What follows belongs to an exercise in optimizing a design on an open flow for small area, a short achievable clock period and few clock cycles per item; a production flow would make more cautious choices.
RTL that was checked went through simulation tests only; none was proved equivalent to the original.
Power and IR drop assume default switching activity.

the reference run:
==> flow/design.v <==
module qvlc_enc (
    input  wire        clk,
    input  wire        rst,         
    input  wire        in_valid,
    output wire        in_ready,
    input  wire [15:0] in_coef,     
    input  wire [3:0]  in_qno,      
    input  wire [1:0]  in_cls,      
    input  wire        in_mode,     
    output wire        out_valid,
    input  wire        out_ready,
    output wire [15:0] out_val,     
    output wire [4:0]  out_len,     
    output wire        out_last,    
    output wire        out_err,     
    output wire [11:0] out_bits     
);
    localparam RL = 64;             
    reg  [RL*9-1:0] ring;           
    wire [8:0]      ring_in;        
    always @(posedge clk)
        ring <= {ring[(RL-1)*9-1:0], ring_in};
    wire [8:0] tap  = ring[61*9 +: 9];    
    reg        rdy;                 
    reg  [5:0] wd;                  
    reg  [6:0] sd;
    reg        fd, sd_st, sd_err;
    wire [6:0] span = sd + {6'd0, fd} - {6'd0, sd_st} - {sd_err, 6'd0};
    reg  [5:0] wj;                  
    reg  [3:0] qe;                  
    reg        c3;                  
    reg        mode;
    reg        werr;                
    reg  [5:0] widx;                
    reg        pv;                  
    reg        pdc;                 
    reg  [7:0] pamp;                
    reg        pneg;                
    reg        pend;
    wire in_fire = in_valid && rdy && !rst;
    function [2:0] shift_of(input [3:0] e, input c, input [1:0] z);
        reg [3:0] qs;
        begin
            qs = e + {2'd0, z};
            shift_of = (qs[3:2] == 2'd0) ? {2'd0, c} : qs[3:1] - 3'd1;
        end
    endfunction
    reg  [2:0] sh;                  
    wire [5:0] wj1   = wj + 6'd1;
    wire [3:0] in_qe = 4'd8 - {1'b0, in_qno[3:1]} - {3'd0, in_qno == 4'd15} +
                       {2'd0, in_cls == 2'd3, 1'b0};
    wire [2:0] sh_n  = (wj == 6'd0) ? shift_of(in_qe, in_cls == 2'd3, {1'b0, in_mode})
                                    : shift_of(qe, c3, mode ? wj1[1:0] : wj1[5:4]);
    wire [14:0] ix  = in_coef[14:0];
    reg         ibig;
    always @(*) begin
        case (sh)
            3'd0:    ibig = in_coef[15] ? !((&ix[14:8])  && (|ix[7:0]))  : (|ix[14:8]);
            3'd1:    ibig = in_coef[15] ? !((&ix[14:9])  && (|ix[8:0]))  : (|ix[14:9]);
            3'd2:    ibig = in_coef[15] ? !((&ix[14:10]) && (|ix[9:0]))  : (|ix[14:10]);
            3'd3:    ibig = in_coef[15] ? !((&ix[14:11]) && (|ix[10:0])) : (|ix[14:11]);
            3'd4:    ibig = in_coef[15] ? !((&ix[14:12]) && (|ix[11:0])) : (|ix[14:12]);
            default: ibig = in_coef[15] ? !((&ix[14:13]) && (|ix[12:0])) : (|ix[14:13]);
        endcase
    end
    wire        x_neg = in_coef[15];
    wire [7:0]  v     = (ix >> sh) ^ {8{x_neg}};
    reg         c;
    always @(*) begin
        case (sh)
            3'd0:    c = x_neg;
            3'd1:    c = x_neg & (ix[0]   == 1'd0);
            3'd2:    c = x_neg & (ix[1:0] == 2'd0);
            3'd3:    c = x_neg & (ix[2:0] == 3'd0);
            3'd4:    c = x_neg & (ix[3:0] == 4'd0);
            default: c = x_neg & (ix[4:0] == 5'd0);
        endcase
    end
    wire [7:0]  q_amp = v + {7'd0, c};
    wire        p_nz  = (pamp != 8'd0);
    assign ring_in = pv ? {pdc || (pneg && p_nz), pdc ? 8'd0 : pamp}
                        : ring[(RL-1)*9 +: 9];
    reg        ract;                
    reg  [5:0] run;
    reg        rz0, rz1, rz2;       
    reg  [5:0] rd;                  
    reg        al;                  
    reg        tz, ta1, ta2, ta3;   
    reg        tm;                  
    reg        lz, la1, lm;         
    reg        ov;                  
    reg [15:0] oval;
    reg  [4:0] olen;
    reg        olast;
    reg        ofirst;              
    reg        oerr;
    reg  [9:0] obits;               
    wire       ospace = !ov || out_ready;
    wire [7:0] amp   = tap[7:0];
    wire       sgn   = tap[8];
    wire [5:0] r     = ract ? run : 6'd0;
    wire       r_0   = !ract || rz0;
    wire       r_1   = ract && rz1;
    wire       r_2   = ract && rz2;
    wire       is_eob = tm;
    wire       split1 = tz && !lz && (!la1 || !(r_0 || r_1));
    reg [15:0] t_val;
    reg  [4:0] t_len;
    always @(*) begin
        if (is_eob) begin
            t_val = 16'h0006; t_len = 5'd4;
        end else if (tz) begin                         
            if (r_0) begin t_val = 16'h007C;           t_len = 5'd7;  end
            else     begin t_val = {10'h07E, r};       t_len = 5'd13; end
        end else if (ta1 && r_1) begin
            t_val = {11'd0, 4'b0111, sgn};  t_len = 5'd5;
        end else if (ta1 && r_2) begin
            t_val = {10'd0, 5'b10100, sgn}; t_len = 5'd6;
        end else if (ta1) begin
            t_val = {14'd0, 1'b0, sgn};     t_len = 5'd3;
        end else if (ta2) begin
            t_val = {12'd0, 3'b010, sgn};   t_len = 5'd4;
        end else if (ta3) begin
            t_val = {11'd0, 4'b1000, sgn};  t_len = 5'd5;
        end else begin
            t_val = {7'b1111111, amp, sgn}; t_len = 5'd16;
        end
    end
    wire emit    = is_eob || !tz || split1;
    wire start   = !ract && pend;                       
    wire do_err  = start && werr && ospace;
    wire can_go  = al && (ract || (pend && !werr));
    wire step    = can_go && (!emit || ospace);
    wire load    = (step && emit) || do_err;
    wire s_le63 = (span[6] == 1'b0);
    wire s_64   = (span == 7'd64);
    wire s_65   = (span == 7'd65);
    wire span_ok = do_err || s_le63 || (s_64 && !(in_fire && !step)) ||
                   (s_65 && step && !in_fire);
    assign in_ready = rdy;
    always @(posedge clk) begin
        if (rst) begin
            rdy    <= 1'b1;
            wd     <= 6'd1;
            rd     <= 6'd2;
            al     <= 1'b1;
            sd     <= 7'd0;
            fd     <= 1'b0;
            sd_st  <= 1'b0;
            sd_err <= 1'b0;
            wj     <= 6'd0;
            pv     <= 1'b0;
            pdc    <= 1'b0;
            pend   <= 1'b0;
            ract   <= 1'b0;
            ov     <= 1'b0;
            ofirst <= 1'b1;
        end else begin
            wd   <= in_fire ? wd : wd - 6'd1;
            sd     <= span;
            fd     <= in_fire;
            sd_st  <= step;
            sd_err <= do_err;
            rdy  <= (in_fire || wd == 6'd2) && span_ok;
            pv   <= in_fire;
            pdc  <= in_fire && (wj == 6'd0);
            if (in_fire) wj <= wj + 6'd1;
            if (in_fire && wj == 6'd63) pend <= 1'b1;
            else if (start && (do_err || step)) pend <= 1'b0;
            rd <= step ? rd : rd - 6'd1;
            al <= step ? al : (rd == 6'd3);
            if (step) begin
                ract <= !is_eob;
                run  <= tz ? r + 6'd1 : 6'd0;
                rz0  <= !tz;
                rz1  <= tz && r_0;
                rz2  <= tz && r_1;
            end
            if (load) ov <= 1'b1;
            else if (out_ready) ov <= 1'b0;
            if (load) ofirst <= do_err || is_eob;
        end
    end
    always @(posedge clk) begin
        if (in_fire && wj == 6'd0) begin
            qe   <= in_qe;
            c3   <= (in_cls == 2'd3);
            mode <= in_mode;
        end
        if (in_fire && (!werr || wj == 6'd1))
            widx <= wj;
        if (in_fire && wj != 6'd0)
            werr <= ibig || (werr && wj != 6'd1);
        if (in_fire) sh <= sh_n;
        pamp  <= q_amp;
        pneg  <= x_neg;
        lz  <= (ring[59*9 +: 8] == 8'd0);
        la1 <= (ring[59*9 +: 8] == 8'd1);
        lm  <= (ring[59*9 +: 9] == 9'h100);
        tz  <= lz;
        ta1 <= la1;
        tm  <= lm;
        ta2 <= (ring[60*9 +: 8] == 8'd2);
        ta3 <= (ring[60*9 +: 8] == 8'd3);
        if (load) begin
            oerr  <= do_err;
            olast <= do_err || is_eob;
            oval  <= do_err ? {10'd0, widx} : t_val;
            olen  <= do_err ? 5'd0 : t_len;
            obits <= do_err ? 10'd0 : (ofirst ? 10'd0 : obits) + {5'd0, t_len};
        end
    end
    assign out_valid = ov;
    assign out_val   = oval;
    assign out_len   = olen;
    assign out_last  = olast;
    assign out_err   = oerr;
    assign out_bits  = {2'd0, obits};
endmodule
export LEC_CHECK = 0
export CAP_MARGIN = 20
export CORE_MARGIN = 2
export CORE_UTILIZATION = 70
export CTS_CLUSTER_DIAMETER = 100
export CTS_CLUSTER_SIZE = 30
export SETUP_SLACK_MARGIN = 5
export SLEW_MARGIN = 20
create_clock -name core_clock -period 9.0 [get_ports {clk}]
standard.sh (not shown) runs the stock make flow with config.mk's settings and CLKGATE_MAP_FILE= SYNTH_SCRIPT=/design/flow/synth_recipe.tcl, a recipe that flattens the netlist after the stock synthesis.
==> flow/flow/run.sh <==
#!/bin/bash
set -euo pipefail
bash standard.sh finish SETUP_SLACK_MARGIN=6.5 > standard_make.log 2>&1
Here is what was changed in the inputs of the trial run compared with the reference run.
-- flow/design.v --
<<< the reference run, line 50
    wire [3:0] in_qe = 4'd8 - {1'b0, in_qno[3:1]} - {3'd0, in_qno == 4'd15} +
                       {2'd0, in_cls == 2'd3, 1'b0};
    wire [2:0] sh_n  = (wj == 6'd0) ? shift_of(in_qe, in_cls == 2'd3, {1'b0, in_mode})
                                    : shift_of(qe, c3, mode ? wj1[1:0] : wj1[5:4]);
    wire [14:0] ix  = in_coef[14:0];
>>> the trial run, line 50
    wire [3:0] in_qe = 4'd8 - {1'b0, in_qno[3:1]} - {3'd0, in_qno == 4'd15} +
                       {2'd0, in_cls == 2'd3, 1'b0};
    reg  [2:0] sh_1;
    always @(*) begin
        case (in_qno[3:1])
            3'd0:    sh_1 = 3'd3;
            3'd1:    sh_1 = in_mode ? 3'd3 : 3'd2;
            3'd2:    sh_1 = 3'd2;
            3'd3:    sh_1 = in_mode ? 3'd2 : 3'd1;
            3'd4:    sh_1 = 3'd1;
            3'd5:    sh_1 = in_mode ? 3'd1 : 3'd0;
            default: sh_1 = 3'd0;
        endcase
        if (in_cls == 2'd3) sh_1 = sh_1 + 3'd1;
    end
    wire [2:0] sh_n  = (wj == 6'd0) ? sh_1
                                    : shift_of(qe, c3, mode ? wj1[1:0] : wj1[5:4]);
    wire [14:0] ix  = in_coef[14:0];
<<< the reference run, line 86
    reg  [5:0] rd;                  
    reg        al;                  
    reg        tz, ta1, ta2, ta3;   
    reg        tm;                  
    reg        lz, la1, lm;         
    reg        ov;                  
    reg [15:0] oval;
>>> the trial run, line 99
    reg  [5:0] rd;                  
    reg        al;                  
    wire [8:0] look = ring[60*9 +: 9];
    wire       lz   = (look[7:0] == 8'd0);
    wire       la1  = (look[7:0] == 8'd1);
    reg        tz, ta1, ta2, ta3;   
    reg        tm;                  
    reg        ov;                  
    reg [15:0] oval;
<<< the reference run, line 195
        pamp  <= q_amp;
        pneg  <= x_neg;
        lz  <= (ring[59*9 +: 8] == 8'd0);
        la1 <= (ring[59*9 +: 8] == 8'd1);
        lm  <= (ring[59*9 +: 9] == 9'h100);
        tz  <= lz;
        ta1 <= la1;
        tm  <= lm;
        ta2 <= (ring[60*9 +: 8] == 8'd2);
        ta3 <= (ring[60*9 +: 8] == 8'd3);
        if (load) begin
            oerr  <= do_err;
>>> the trial run, line 210
        pamp  <= q_amp;
        pneg  <= x_neg;
        tz  <= lz;
        ta1 <= la1;
        tm  <= lz && look[8];
        ta2 <= (look[7:0] == 8'd2);
        ta3 <= (look[7:0] == 8'd3);
        if (load) begin
            oerr  <= do_err;
### Flow results
- The initial standard-cell utilization of the core on the trial run is in line with that on the reference run.
- After detailed routing, the reference run needs more wire than the trial run.
- In the final design statistics, the trial run uses fewer standard cells in total than the reference run.
- Summary of the trial run over the reference run: area of the multi-input gates saw a decrease; portion of total power attributed to combinational logic dropped 0.9 points; synthesized cell count was more or less identical; critical path arrival moved up; number of vias after detailed routing went down.
- Taking the reference run as the reference point, the post-route core utilization of the trial run falls by 1.6 points.
- Of the reference run and the trial run, the reference run shows the lower last weighted congestion value of the routability-driven placer, with the trial run above it.
Testbench counts of the trial run, summed over its fixed seeds: cycles 21,000, blocks 320.
Only the layout flow was run in the reference run; the RTL was not checked for function there.

indigo:
Another version of the RTL of qvlc_enc (not shown whole).
Size in the first run: ~1200 cells after synthesis, ~680 flip-flops, about 64 I/O pins, roughly 18000 um2 of cells after synthesis.
## qvlc_enc
module qvlc_enc (
    input  wire        clk,
    input  wire        rst,         
    input  wire        in_valid,
    output wire        in_ready,
    input  wire [15:0] in_coef,     
    input  wire [3:0]  in_qno,      
    input  wire [1:0]  in_cls,      
    input  wire        in_mode,     
    output wire        out_valid,
    input  wire        out_ready,
    output wire [15:0] out_val,     
    output wire [4:0]  out_len,     
    output wire        out_last,    
    output wire        out_err,     
    output wire [11:0] out_bits     
);
    localparam RL = 64;             
    reg  [RL*9-1:0] ring;           
    wire [8:0]      ring_in;        
    always @(posedge clk)
        ring <= {ring[(RL-1)*9-1:0], ring_in};
    wire [8:0] tap  = ring[61*9 +: 9];    
    reg        rdy;                 
    reg  [5:0] wd;                  
    reg  [6:0] sd;
    reg        fd, sd_st, sd_err;
    wire [6:0] span = sd + {6'd0, fd} - {6'd0, sd_st} - {sd_err, 6'd0};
    reg  [5:0] wj;                  
    reg  [3:0] qe;                  
    reg        c3;                  
    reg        mode;
    reg        werr;                
    reg  [5:0] widx;                
    reg        pv;                  
    reg        pdc;                 
    reg  [7:0] pamp;                
    reg        pneg;                
    reg        pend;
    wire in_fire = in_valid && rdy && !rst;
    function [2:0] shift_of(input [3:0] e, input c, input [1:0] z);
        reg [3:0] qs;
        begin
            qs = e + {2'd0, z};
            shift_of = (qs[3:2] == 2'd0) ? {2'd0, c} : qs[3:1] - 3'd1;
        end
    endfunction
    reg  [2:0] sh;                  
    wire [5:0] wj1   = wj + 6'd1;
    wire [3:0] in_qe = 4'd8 - {1'b0, in_qno[3:1]} - {3'd0, in_qno == 4'd15} +
                       {2'd0, in_cls == 2'd3, 1'b0};
    wire [2:0] sh_n  = (wj == 6'd0) ? shift_of(in_qe, in_cls == 2'd3, {1'b0, in_mode})
                                    : shift_of(qe, c3, mode ? wj1[1:0] : wj1[5:4]);
    wire [14:0] ix  = in_coef[14:0];
  ...
clock: 9.0 ns
lec_check: 0
cap_margin: 20
core_margin: 2
core_utilization: 70
cts_cluster_diameter: 100
cts_cluster_size: 30
setup_slack_margin: 5
slew_margin: 20
==> flow/flow/run.sh <==
#!/bin/bash
set -euo pipefail
bash standard.sh finish SETUP_SLACK_MARGIN=6.0 > standard_make.log 2>&1
Testbench counts of indigo, summed over its fixed seeds: cycles 21,000, blocks 320.
Inputs modified between indigo and willow:
-- flow/design.v --
<<< indigo, line 24
    reg        rdy;                 
    reg  [5:0] wd;                  
    reg  [6:0] sd;
    reg        fd, sd_st, sd_err;
    wire [6:0] span = sd + {6'd0, fd} - {6'd0, sd_st} - {sd_err, 6'd0};
    reg  [5:0] wj;                  
    reg  [3:0] qe;                  
>>> willow, line 24
    reg        rdy;                 
    reg  [5:0] wd;                  
    reg  [6:0] span;                
    reg  [5:0] wj;                  
    reg  [3:0] qe;                  
<<< indigo, line 83
    reg        ract;                
    reg  [5:0] run;
    reg        rz0, rz1, rz2;       
    reg  [5:0] rd;                  
    reg        al;                  
>>> willow, line 81
    reg        ract;                
    reg  [5:0] run;
    reg  [5:0] rd;                  
    reg        al;                  
<<< indigo, line 100
    wire       sgn   = tap[8];
    wire [5:0] r     = ract ? run : 6'd0;
    wire       r_0   = !ract || rz0;
    wire       r_1   = ract && rz1;
    wire       r_2   = ract && rz2;
    wire       is_eob = tm;
    wire       split1 = tz && !lz && (!la1 || !(r_0 || r_1));
>>> willow, line 97
    wire       sgn   = tap[8];
    wire [5:0] r     = ract ? run : 6'd0;
    wire       r_0   = (r == 6'd0);
    wire       r_1   = (r == 6'd1);
    wire       r_2   = (r == 6'd2);
    wire       is_eob = tm;
    wire       split1 = tz && !lz && (!la1 || !(r_0 || r_1));
<<< indigo, line 138
    wire span_ok = do_err || s_le63 || (s_64 && !(in_fire && !step)) ||
                   (s_65 && step && !in_fire);
    assign in_ready = rdy;
    always @(posedge clk) begin
>>> willow, line 135
    wire span_ok = do_err || s_le63 || (s_64 && !(in_fire && !step)) ||
                   (s_65 && step && !in_fire);
    wire [6:0] span_n = span + {6'd0, in_fire} - {6'd0, step} - (do_err ? 7'd64 : 7'd0);
    assign in_ready = rdy;
    always @(posedge clk) begin
<<< indigo, line 145
            rd     <= 6'd2;
            al     <= 1'b1;
            sd     <= 7'd0;
            fd     <= 1'b0;
            sd_st  <= 1'b0;
            sd_err <= 1'b0;
            wj     <= 6'd0;
            pv     <= 1'b0;
>>> willow, line 143
            rd     <= 6'd2;
            al     <= 1'b1;
            span   <= 7'd0;
            wj     <= 6'd0;
            pv     <= 1'b0;
<<< indigo, line 158
        end else begin
            wd   <= in_fire ? wd : wd - 6'd1;
            sd     <= span;
            fd     <= in_fire;
            sd_st  <= step;
            sd_err <= do_err;
            rdy  <= (in_fire || wd == 6'd2) && span_ok;
            pv   <= in_fire;
>>> willow, line 153
        end else begin
            wd   <= in_fire ? wd : wd - 6'd1;
            span <= span_n;
            rdy  <= (in_fire || wd == 6'd2) && span_ok;
            pv   <= in_fire;
<<< indigo, line 173
                ract <= !is_eob;
                run  <= tz ? r + 6'd1 : 6'd0;
                rz0  <= !tz;
                rz1  <= tz && r_0;
                rz2  <= tz && r_1;
            end
            if (load) ov <= 1'b1;
>>> willow, line 165
                ract <= !is_eob;
                run  <= tz ? r + 6'd1 : 6'd0;
            end
            if (load) ov <= 1'b1;
--- outcome ---
willow did not stop at any stage, and its layout met the timing, DRC and antenna checks.
willow: placeable core region is about 1.7% lower than what indigo reported.
NOTE: global-route wire length before repair in willow exceeds that of indigo
In the reports for willow and indigo, the smaller multi-input combinational gate total belongs to indigo.
Multi-input combinational cell area came out higher on willow than on indigo.
From indigo to willow the numbers moved as follows: post-layout instance area went up 3.1%; total number of tap cells went down 1.8%; TritonCTS sink count went down 5; sequential share of power went down 1.2 points; maximum frequency went up 0.37%.
Highest fanout seen on the critical path in willow is 2 below indigo.
Testbench counts of willow, summed over its fixed seeds: cycles 21,000, blocks 320.

re-timing with driven ports:
In the flow no input, the clock included, has a driving cell. The finished layouts below were timed again as built, in two steps. Step 1, drivers: a clkbuf_16 drives clk and a buf_2 each remaining input, both assumed. Step 2 adds t to the input delays and takes it off the output delays; t is the mean of the earliest and latest rising clock arrival at the registers after step 1. Input paths then give back, and output paths get back, about the clock's delay inside the block. a / b / c = ideal ports / drivers / drivers and shift; a / b = the first two.
run	shift t [ns]	slack for setup (ns)	worst setup path after step 2	slew at the worst register clock pin (ns)	worst slew at a driven data input, ns
the reference run	0.624	5.860 / 5.825 / 5.229	input to register	0.12 / 0.12	0.08
the trial run	0.627	5.817 / 5.827 / 5.200	input to register	0.12 / 0.12	0.05
indigo	0.622	5.460 / 5.461 / 4.839	input to register	0.12 / 0.12	0.06
willow	0.631	5.473 / 5.473 / 5.049	input to register	0.12 / 0.12	0.08
After both steps setup and hold are still met in every run listed. The setup slack of the reference run, which loses most, moves by -0.035 ns with the drivers and by -0.631 ns with both steps.
